Source: an optimization exercise on an open RTL-to-GDS flow (aim: small area, a short achievable clock period and few clock cycles). Production flows keep margins and buffers that such runs may drop.
The RTL was checked by simulation tests, not by an equivalence proof against the original design.
No activity file was given, so power comes from the tool's default toggle rates.

Design csum_codec, start of the top module:
module csum_codec (
    input  wire         clk,
    input  wire         rst,
    input  wire         start,
    input  wire [31:0]  cmd,
    input  wire [7:0]   blen,
    input  wire [623:0] frame,
    output wire         ready,
    output reg          done,
    output wire [7:0]   status,
    output wire [15:0]  value
);
Size: ~1700 cells after synthesis, about 690 I/O pins, ~18000 sq um of cells after synthesis.
Settings: LEC_CHECK=0, CAP_MARGIN=20, CELL_PAD_IN_SITES_DETAIL_PLACEMENT=0, CELL_PAD_IN_SITES_GLOBAL_PLACEMENT=0, CORE_AREA=10 10 250 250, DIE_AREA=0 0 260 260, PLACE_DENSITY=0.8, SETUP_SLACK_MARGIN=2.5, SLEW_MARGIN=20, SYNTH_HIERARCHICAL=1; clock period 8.0 ns.
standard.sh (not shown) runs the stock make flow with config.mk's settings and CLKGATE_MAP_FILE= SYNTH_SCRIPT=/design/flow/synth_recipe.tcl, a recipe that flattens the netlist after the stock synthesis.
==> flow/flow/run.sh <==
#!/bin/bash
# The standard layout, with the port buffers made as buf_1 cells (every
# input and output port still gets its own buffer).
set -euo pipefail
export BUFFER_PORTS_ARGS="-buffer_cell sky130_fd_sc_hd__buf_1"
bash standard.sh synth > synth.log 2>&1
bash standard.sh finish > layout.log 2>&1
The first run finished with timing, DRC and antenna clean.
Testbench counts at the start, summed over its fixed seeds: cycles 3,200.
==> next run, changes <==
--- a/flow/config.mk
+++ b/flow/config.mk
@@ -7,6 +7,4 @@
 export LEC_CHECK = 0
 export CAP_MARGIN = 20
-export CELL_PAD_IN_SITES_DETAIL_PLACEMENT = 0
-export CELL_PAD_IN_SITES_GLOBAL_PLACEMENT = 0
 export CORE_AREA = 10 10 250 250
 export DIE_AREA = 0 0 260 260
Outcome: Sequential power barely changes. Via count is unchanged. Maximum frequency does not change. Final area does not change.
==> next run, changes <==
--- a/flow/config.mk
+++ b/flow/config.mk
@@ -9,6 +9,5 @@
 export CORE_AREA = 10 10 250 250
 export DIE_AREA = 0 0 260 260
-export PLACE_DENSITY = 0.8
-export SETUP_SLACK_MARGIN = 2.5
+export SETUP_SLACK_MARGIN = 2.0
 export SLEW_MARGIN = 20
 export SYNTH_HIERARCHICAL = 1
After rerunning: The new run finished clean. Worst hold slack gains 0.0084 ns. Routed wire length rose by 2.0%. Die area stays the same. Non-clock buffer count fell by 58. Combinational power stays flat. Worst setup slack loses 0.43 ns.
==> next run, changes <==
--- a/flow/config.mk
+++ b/flow/config.mk
@@ -8,6 +8,10 @@
 export CAP_MARGIN = 20
 export CORE_AREA = 10 10 250 250
+export CTS_BUF_LIST = sky130_fd_sc_hd__clkbuf_8
+export CTS_CLUSTER_DIAMETER = 150
+export CTS_CLUSTER_SIZE = 24
 export DIE_AREA = 0 0 260 260
-export SETUP_SLACK_MARGIN = 2.0
+export GPL_ROUTABILITY_DRIVEN = 0
+export SETUP_SLACK_MARGIN = 2.5
 export SLEW_MARGIN = 20
 export SYNTH_HIERARCHICAL = 1
After rerunning: The new run finished clean; power increases by 3.1%; worst setup slack improved by 0.42 ns; wire length decreases by 2.4%; die area does not change; count of clock-buffer cells in the layout is unchanged.
==> next run, changes <==
--- a/flow/config.mk
+++ b/flow/config.mk
@@ -12,6 +12,5 @@
 export CTS_CLUSTER_SIZE = 24
 export DIE_AREA = 0 0 260 260
-export GPL_ROUTABILITY_DRIVEN = 0
-export SETUP_SLACK_MARGIN = 2.5
+export SETUP_SLACK_MARGIN = 2.3
 export SLEW_MARGIN = 20
 export SYNTH_HIERARCHICAL = 1
- clock-buffer cell count does not change
- clock skew stays flat
- die area does not change
- core utilization drops by 1.7 points
- total power drops by about 3.6%
- sequential power drops by about 0.9%
- cell count drops by 1.4%
- fmax drops by about 3.4%
- setup slack degrades by 0.19 ns

v6:
csum_codec again, from the RTL that the note above started with.
clock: 8.0 ns
lec_check: 0
cap_margin: 20
core_area: 10 10 250 250
cts_buf_list: sky130_fd_sc_hd__clkbuf_8
cts_cluster_diameter: 150
cts_cluster_size: 24
die_area: 0 0 260 260
setup_slack_margin: 2.5
slew_margin: 20
synth_hierarchical: 1
Scripts as last shown in full above: flow/flow/run.sh
The flow did not stop early for v6: all stages ran, and the layout cleared the timing, DRC and antenna checks.
Testbench counts of v6, summed over its fixed seeds: cycles 3,200.
Inputs modified between v6 and v7:
# v6
export LEC_CHECK = 0
export CAP_MARGIN = 20
export CORE_AREA = 10 10 250 250
export CTS_BUF_LIST = sky130_fd_sc_hd__clkbuf_8
export CTS_CLUSTER_DIAMETER = 150
export CTS_CLUSTER_SIZE = 24
export DIE_AREA = 0 0 260 260
export SETUP_SLACK_MARGIN = 2.5
export SLEW_MARGIN = 20
export SYNTH_HIERARCHICAL = 1
create_clock -name core_clock -period 8.0 [get_ports {clk}]
# v7
export LEC_CHECK = 0
export CAP_MARGIN = 20
export CORE_AREA = 10 10 250 250
export DIE_AREA = 0 0 260 260
export SETUP_SLACK_MARGIN = 2.5
export SLEW_MARGIN = 20
export SYNTH_HIERARCHICAL = 1
create_clock -name core_clock -period 8.0 [get_ports {clk}]
Notes after the runs:
v7 vs. v6: routed metal-1 wirelength grew by 1.5%, flip-flop and latch count has remained practically unchanged, total power density per cell area higher, share of post-route cells with drive strength above 1 saw an increase, final period utilization climbed 0.72 points. Global-route wire length before repair delta (v7 -> v6): insignificant. The higher post-CTS setup repair buffer count came out of v7. Sort v6 and v7 by number of buffers other than clock buffers in the final layout, ascending, and v6 comes first. v6 and v7 ended up with roughly the same part of the power in registers. Compared with v6, v7 shows power consumption higher by 1.3%. The required time at the worst-slack endpoint in v7 was lower than what v6 gave.

afterwards: timing with drivers on the ports:
No port has a modelled driver above. Below, the same layouts with a new extraction and two added sets of constraints.
Step 1 sets driving cells, clkbuf_16 on the clock port and buf_2 on the other inputs (assumed; they add their load-dependent delay and slew).
Step 2, shift: input delay + t, output delay - t, t = (earliest + latest rising clock arrival at the registers) / 2. This alone moves slack from input paths to output paths.
a / b / c = ideal ports / drivers / drivers and shift; a / b = the first two.
| run | t, ns | setup WS [ns] | worst setup path after step 2 |
|---|---|---|---|
| the first run of note 1 | 0.409 | 2.513 / 2.525 / 2.116 | input to register |
| the second run of note 1 | 0.409 | 2.513 / 2.525 / 2.116 | input to register |
| the third run of note 1 | 0.390 | 2.082 / 2.096 / 1.706 | input to register |
| the fourth run of note 1 | 0.428 | 2.497 / 2.516 / 2.087 | input to register |
| the fifth run of note 1 | 0.415 | 2.302 / 2.315 / 1.900 | input to register |
| v6 | 0.416 | 2.501 / 2.514 / 2.098 | input to register |
| v7 | 0.395 | 2.444 / 2.464 / 2.069 | input to register |
After both steps setup and hold are still met in every run listed. For the fourth run of note 1, which loses most, drivers alone change the setup slack by +0.019 ns; drivers and shift together by -0.410 ns.
